Source: an optimization exercise on an open RTL-to-GDS flow (aim: small area, a short achievable clock period and few clock cycles). Production flows keep margins and buffers that such runs may drop.
Only simulation tests tie the RTL to the original design; equivalence was not proved.
No activity file was given, so power comes from the tool's default toggle rates.

Setup of v6:
## pddcss_core
module pddcss_core (
    input  wire        clk,
    input  wire        rst,             
    input  wire [31:0] cfg_init,
    input  wire [31:0] cfg_min,
    input  wire [31:0] cfg_max,
    input  wire [31:0] cfg_fine,
    input  wire [31:0] cfg_coarse,
    input  wire [31:0] cfg_timeout_ms,
    input  wire        cfg_dir_rev,
    input  wire        cmd_valid,
    output wire        cmd_ready,
    input  wire [31:0] cmd_data,
    output reg         rsp_valid,
    output reg  [1:0]  rsp_status,      
    output reg         rsp_ret_valid,
    output reg  [31:0] rsp_ret,
    output reg  [8:0]  rsp_events,
    output reg  [1:0]  rsp_skip_op,
    output wire [31:0] rsp_value,
    output wire        rsp_confirmed,
    output wire        rsp_fine,
    output wire        rsp_pstate,
    output wire        rsp_run_flag,
    output wire [4:0]  rsp_flags
);
Size in the first run: roughly 47000 um2 of cells after synthesis.
export LEC_CHECK = 0
export ABC_AREA = 1
export ABC_CLOCK_PERIOD_IN_PS = 11000
export CAP_MARGIN = 50
export CORE_MARGIN = 2
export CORE_UTILIZATION = 60
export SLEW_MARGIN = 60
create_clock -name core_clock -period 48.0 [get_ports {clk}]
run.sh (not shown) runs the stock make flow with config.mk's settings and CLKGATE_MAP_FILE= SYNTH_SCRIPT=/design/flow/synth_recipe.tcl, a recipe that flattens the netlist after the stock synthesis.
Testbench counts of v6, summed over its fixed seeds: cycles 32,774.
> inputs changed (v6 -> v7)
--- a/flow/design.v
+++ b/flow/design.v
@@ -812,25 +812,27 @@
             cv <= 1'b0;
             ph <= 2'd0;
             ini <= 2'd1;
             dead <= cfg_bad_v;
             dir_rev <= cfg_dir_rev;
             last_phase <= 2'd0;
             step_seq <= 2'd0;
             step_dir <= DIR_ZERO;
             last_dir <= DIR_ZERO;
             count_z <= 1'b1;
+            count <= 32'd0;
+            time_ms <= 32'd0;
             pressed <= 3'd0;
             mm_valid <= 3'd0;
             woke <= 1'b0;
             for (b = 0; b < 3; b = b + 1) begin
-                last_db_time[b] <= time_ms;
+                last_db_time[b] <= 32'd0;
                 fifo[b] <= 11'd1;
             end
             confirmed <= 1'b1;
             use_fine <= 1'b1;
             cur_step <= cfg_fine[30:0];
             pstate <= 1'b0;
             suspended <= 1'b0;
             run_flag <= 1'b1;
             flags <= 5'd0;
             rsp_valid <= 1'b0;
==> comparison <==
STATUS total via count after detailed routing: v7 loses against v6
Delta (v7 minus v6): number of max-slew violations in the final report ~0 delta; switching power total +about 0.8%.
Compared with v6, v7 shows relative contribution of combinational cells to total power higher by 1.1 points.
Delta (v7 minus v6): average wire length per cell after detail routing shows a reduction of 3.1%; synthesized-area fraction occupied by ao, oa, aoi and oai cells up 3.1 points; met3 track demand over resource lower; filler-free cell count of the finished design now larger; pin count of the biggest net entering global routing climbed 14.
The layout overhead on the synthesized area of v7 falls short of that of v6 by 0.23 points.
Comparing v7 against v6, there is no change at all in instance count on the critical path.
[v7] setup slack rose 0.057 ns relative to v6
Across both runs, power in the clock group was higher for v7 than for v6.
Tightest hold margin is higher on v7
Testbench counts of v7, summed over its fixed seeds: cycles 32,774.


the baseline:
Another version of the RTL of pddcss_core (not shown whole).
For scale: ~6100 cells after synthesis, about 730 flip-flops, roughly 320 I/O pins.
## pddcss_core
module pddcss_core (
    input  wire        clk,
    input  wire        rst,             
    input  wire [31:0] cfg_init,
    input  wire [31:0] cfg_min,
    input  wire [31:0] cfg_max,
    input  wire [31:0] cfg_fine,
    input  wire [31:0] cfg_coarse,
    input  wire [31:0] cfg_timeout_ms,
    input  wire        cfg_dir_rev,
    input  wire        cmd_valid,
    output wire        cmd_ready,
    input  wire [31:0] cmd_data,
    output reg         rsp_valid,
    output reg  [1:0]  rsp_status,      
    output reg         rsp_ret_valid,
    output wire [31:0] rsp_ret,
    output reg  [8:0]  rsp_events,
    output reg  [1:0]  rsp_skip_op,
    output wire [31:0] rsp_value,
    output wire        rsp_confirmed,
    output wire        rsp_fine,
    output wire        rsp_pstate,
    output wire        rsp_run_flag,
    output wire [4:0]  rsp_flags
);
    localparam [1:0] DIR_ZERO = 2'b00, DIR_POS = 2'b01, DIR_NEG = 2'b11;
    reg        rdy;                      
    reg        cv;                       
    reg [31:0] cr;
    reg        cok;                      
    reg        c_rot;                    
    reg [1:0]  ph;                       
    reg        spec_ok;                  
    reg [30:0] step3;                    
    reg        s3v;
    reg [1:0]  ini;                      
    reg [31:0] cmin, cmax, ctmo;         
    reg        mmeq;                     
    reg        vmin, vmax, omin, omax;   
    reg        dead;                     
    reg [31:0] time_ms;
    reg        dir_rev;
    reg [1:0]  last_phase;
    reg [1:0]  step_seq;
    reg [1:0]  step_dir;
    reg [1:0]  last_dir;
    reg [31:0] last_detent_time;
    reg [31:0] count;                    
    reg        count_z;
    reg [2:0]  pressed;
    reg [31:0] last_db_time [0:2];
    reg        woke;
    reg [2:0]  mm_valid;
    reg [31:0] mm_start [0:2];
    reg [10:0] fifo [0:2];               
    reg [31:0] value;
    reg [31:0] orig;
    reg        confirmed;
    reg        use_fine;
    reg [30:0] cur_step;                 
    reg [31:0] last_adj;
    reg        pstate;                   
    reg        suspended;                
    reg        run_flag;
    reg [4:0]  flags;
    reg [27:0] p_r;
    reg [7:0]  p_ex;
    reg        p_sx, p_binf, p_sb, p_conf, p_neg;
  ...
Settings: LEC_CHECK=0, ABC_AREA=1, ABC_CLOCK_PERIOD_IN_PS=11000, CAP_MARGIN=50, CORE_MARGIN=2, CORE_UTILIZATION=60, SLEW_MARGIN=70; clock period 48.0 ns.
Testbench counts of the baseline, summed over its fixed seeds: cycles 32,774.
#### Input delta (the candidate over the baseline)
--- a/flow/design.v
+++ b/flow/design.v
@@ -320,23 +320,23 @@
     input  wire [31:0] cfg_max,
     input  wire [31:0] cfg_fine,
     input  wire [31:0] cfg_coarse,
     input  wire [31:0] cfg_timeout_ms,
     input  wire        cfg_dir_rev,
     input  wire        cmd_valid,
     output wire        cmd_ready,
     input  wire [31:0] cmd_data,
     output reg         rsp_valid,
     output reg  [1:0]  rsp_status,      
     output reg         rsp_ret_valid,
-    output wire [31:0] rsp_ret,
+    output reg  [31:0] rsp_ret,
     output reg  [8:0]  rsp_events,
     output reg  [1:0]  rsp_skip_op,
     output wire [31:0] rsp_value,
     output wire        rsp_confirmed,
     output wire        rsp_fine,
     output wire        rsp_pstate,
     output wire        rsp_run_flag,
     output wire [4:0]  rsp_flags
 );
     localparam [1:0] DIR_ZERO = 2'b00, DIR_POS = 2'b01, DIR_NEG = 2'b11;
     reg        rdy;                      
@@ -373,33 +373,29 @@
     reg        confirmed;
     reg        use_fine;
     reg [30:0] cur_step;                 
     reg [31:0] last_adj;
     reg        pstate;                   
     reg        suspended;                
     reg        run_flag;
     reg [4:0]  flags;
     reg [27:0] p_r;
     reg [7:0]  p_ex;
     reg        p_sx, p_binf, p_sb, p_conf, p_neg;
-    reg        ret_cnt, ret_val, ret_step;
-    reg [4:0]  ret_small;
     assign cmd_ready     = rdy;
     assign rsp_value     = value;
     assign rsp_confirmed = confirmed;
     assign rsp_fine      = use_fine;
     assign rsp_pstate    = pstate;
     assign rsp_run_flag  = run_flag;
     assign rsp_flags     = flags;
-    assign rsp_ret = ({32{ret_cnt}} & count) | ({32{ret_val}} & value) |
-                     {1'b0, {31{ret_step}} & cur_step} | {27'd0, ret_small};
     wire suspend_pending = pstate & ~suspended;
     wire cfg_bad_v = (cfg_init[30:23] == 8'hFF) || (cfg_min[30:23] == 8'hFF) ||
                      (cfg_max[30:23] == 8'hFF) ||
                      (cfg_fine[30:23] == 8'hFF) || cfg_fine[31] || (cfg_fine[30:0] == 31'd0) ||
                      (cfg_coarse[30:23] == 8'hFF) || cfg_coarse[31] || (cfg_coarse[30:0] == 31'd0);
     wire [7:0] i_op = cmd_data[31:24];
     wire i_zn  = (cmd_data[23:0] == 24'd0);
     wire i_znk = (cmd_data[22:0] == 23'd0);
     wire i_zb  = (cmd_data[22:18] == 5'd0) && (cmd_data[15:9] == 7'd0) &&
                  (cmd_data[7:0] == 8'd0) && (cmd_data[17:16] != 2'd3);
     reg i_ok;
@@ -475,22 +471,24 @@
     reg [1:0]  r_status;
     reg        r_ret_valid, r_ret_cnt, r_ret_val, r_ret_step;
     reg [4:0]  r_ret_small;
     reg [8:0]  r_events;
     reg [1:0]  r_skip_op;
     reg        held;
     reg [1:0]  cur, dlt;
     reg [1:0]  seq;
     reg        msg, accept;
     wire [2:0] bsel = {b2, b1, b0};
     wire [10:0] fsel = ({11{b0}} & fifo[0]) | ({11{b1}} & fifo[1]) | ({11{b2}} & fifo[2]);
+    wire [31:0] r_ret = ({32{r_ret_cnt}} & count) | ({32{r_ret_val}} & value) |
+                        {1'b0, {31{r_ret_step}} & cur_step} | {27'd0, r_ret_small};
     always @* begin
         n_dead = dead;
         n_dir_rev = dir_rev;
         n_last_phase = last_phase;
         n_step_seq = step_seq;
         n_step_dir = step_dir;
         n_last_dir = last_dir;
         ld_detent_time = 1'b0;
         clr_detent_time = 1'b0;
         cnt_step = 1'b0;
         cnt_dec = 1'b0;
@@ -901,31 +899,25 @@
                 flags <= n_flags;
             end
             if (s2) begin
                 value <= clamped;
                 vmin <= c_min;
                 vmax <= c_max;
                 if (sp_changed) flags[3] <= 1'b1;
             end
             if (wr) begin
                 rsp_status <= r_status;
                 rsp_ret_valid <= r_ret_valid;
-                ret_cnt <= r_ret_cnt;
-                ret_val <= r_ret_val;
-                ret_step <= r_ret_step;
-                ret_small <= r_ret_small;
+                rsp_ret <= r_ret;
                 rsp_events <= r_events;
                 rsp_skip_op <= r_skip_op;
             end
             if (s2) begin
                 rsp_status <= 2'd0;
                 rsp_ret_valid <= 1'b0;
-                ret_cnt <= 1'b0;
-                ret_val <= 1'b0;
-                ret_step <= 1'b0;
-                ret_small <= 5'd0;
+                rsp_ret <= 32'd0;
                 rsp_events <= {8'd0, sp_changed};
                 rsp_skip_op <= 2'd0;
             end
         end
     end
 endmodule
==> summary.txt <==
Diff the baseline -> the candidate | number of sequential cells in the layout | increase of 24
Diff the candidate..the baseline | hold path depth | unchanged
Going from the baseline to the candidate, met2 track demand over resource has increased; number of fill cells has increased; total power after layout has increased; sequential share of layout area has increased; final critical-path share of the clock period has decreased.
Relative to the baseline, the candidate degrades synthesized area.
Between the candidate and the baseline, it is the candidate whose initial core utilization is lower, by 0.41 points.
Testbench counts of the candidate, summed over its fixed seeds: cycles 32,774.


RTL: one of the versions met above, not the one the previous note started from.
Size in the first run: about 6100 cells after synthesis, roughly 750 flip-flops, ~320 I/O pins, about 47000 sq um of cells after synthesis.
==> flow/config.mk <==
export PLATFORM = sky130hd
export DESIGN_NAME = pddcss_core
export DESIGN_NICKNAME = pddcss_core
export VERILOG_FILES = /design/flow/design.v
export SDC_FILE = /design/flow/constraint.sdc
export NUM_CORES = 4
export LEC_CHECK = 0
export ABC_AREA = 1
export ABC_CLOCK_PERIOD_IN_PS = 11000
export CAP_MARGIN = 50
export CORE_MARGIN = 2
export CORE_UTILIZATION = 60
export CTS_CLUSTER_DIAMETER = 100
export CTS_CLUSTER_SIZE = 20
export SLEW_MARGIN = 70
==> flow/constraint.sdc <==
create_clock -name core_clock -period 48.0 [get_ports {clk}]
set_input_delay 9.6000 -clock core_clock [delete_from_list [all_inputs] [get_ports {clk}]]
set_output_delay 9.6000 -clock core_clock [all_outputs]
set_load 0.01 [all_outputs]
Testbench counts at the start, summed over its fixed seeds: cycles 32,774.
Next try:
--- a/flow/design.v
+++ b/flow/design.v
@@ -810,29 +810,31 @@
             spec_ok <= 1'b0;
             s3v <= 1'b0;
             cv <= 1'b0;
             ph <= 2'd0;
             ini <= 2'd1;
             dead <= cfg_bad_v;
             dir_rev <= cfg_dir_rev;
             last_phase <= 2'd0;
             step_seq <= 2'd0;
             step_dir <= DIR_ZERO;
             last_dir <= DIR_ZERO;
             count_z <= 1'b1;
+            count <= 32'd0;
+            time_ms <= 32'd0;
             pressed <= 3'd0;
             mm_valid <= 3'd0;
             woke <= 1'b0;
             for (b = 0; b < 3; b = b + 1) begin
-                last_db_time[b] <= time_ms;
+                last_db_time[b] <= 32'd0;
                 fifo[b] <= 11'd1;
             end
             confirmed <= 1'b1;
             use_fine <= 1'b1;
             cur_step <= cfg_fine[30:0];
             pstate <= 1'b0;
             suspended <= 1'b0;
             run_flag <= 1'b1;
             flags <= 5'd0;
             rsp_valid <= 1'b0;
         end else begin
             rdy <= !(acc && cmd_data[31:24] == 8'h20 && (hz || d3)) && !(ex && fp_go && d3) && (ph != 2'd1);
Result:
- clock skew came out lower by 8.9 ps
- core utilization came out lower by 0.55 points
- clock power came out higher by about 3%
- setup slack is worse by 41 ps
- design area came out higher by 0.67%
- die area came out higher by 1.1%
Testbench counts after the change, summed over its fixed seeds: cycles 32,774.

==> re-timing with driven ports <==
No port has a modelled driver above. Below, the same layouts with a new extraction and two added sets of constraints.
Step 1 sets driving cells, clkbuf_16 on the clock port and buf_2 on the other inputs (assumed; they add their load-dependent delay and slew).
Step 2 also shifts input and output timing later by t, the mid clock arrival at the registers, as if the neighbouring blocks saw the same clock.
a / b / c = ideal ports / drivers / drivers and shift; a / b = the first two.
| run | t (ns) | setup WS [ns] | hold slack, ns | latest minus earliest clock arrival (ns) | slew at the worst register clock pin (ns) |
|---|---|---|---|---|---|
| v6 | 0.725 | 36.292 / 36.217 / 36.106 | 0.449 / 0.449 / 0.449 | 0.026 / 0.026 | 0.07 / 0.07 |
| v7 | 0.714 | 36.349 / 36.273 / 35.932 | 0.468 / 0.468 / 0.468 | 0.032 / 0.032 | 0.07 / 0.07 |
| the baseline | 0.714 | 35.753 / 35.680 / 36.179 | 0.462 / 0.462 / 0.462 | 0.027 / 0.027 | 0.07 / 0.07 |
| the candidate | 0.719 | 36.421 / 36.344 / 36.338 | 0.468 / 0.468 / 0.468 | 0.065 / 0.065 | 0.07 / 0.07 |
| the first run of note 3 | 0.696 | 36.489 / 36.417 / 36.233 | 0.454 / 0.454 / 0.454 | 0.041 / 0.041 | 0.10 / 0.10 |
| the second run of note 3 | 0.703 | 36.448 / 36.375 / 36.335 | 0.469 / 0.469 / 0.469 | 0.032 / 0.032 | 0.10 / 0.10 |
After both steps setup and hold are still met in every run listed. The setup slack of v7, which loses most, moves by -0.076 ns with the drivers and by -0.417 ns with both steps.
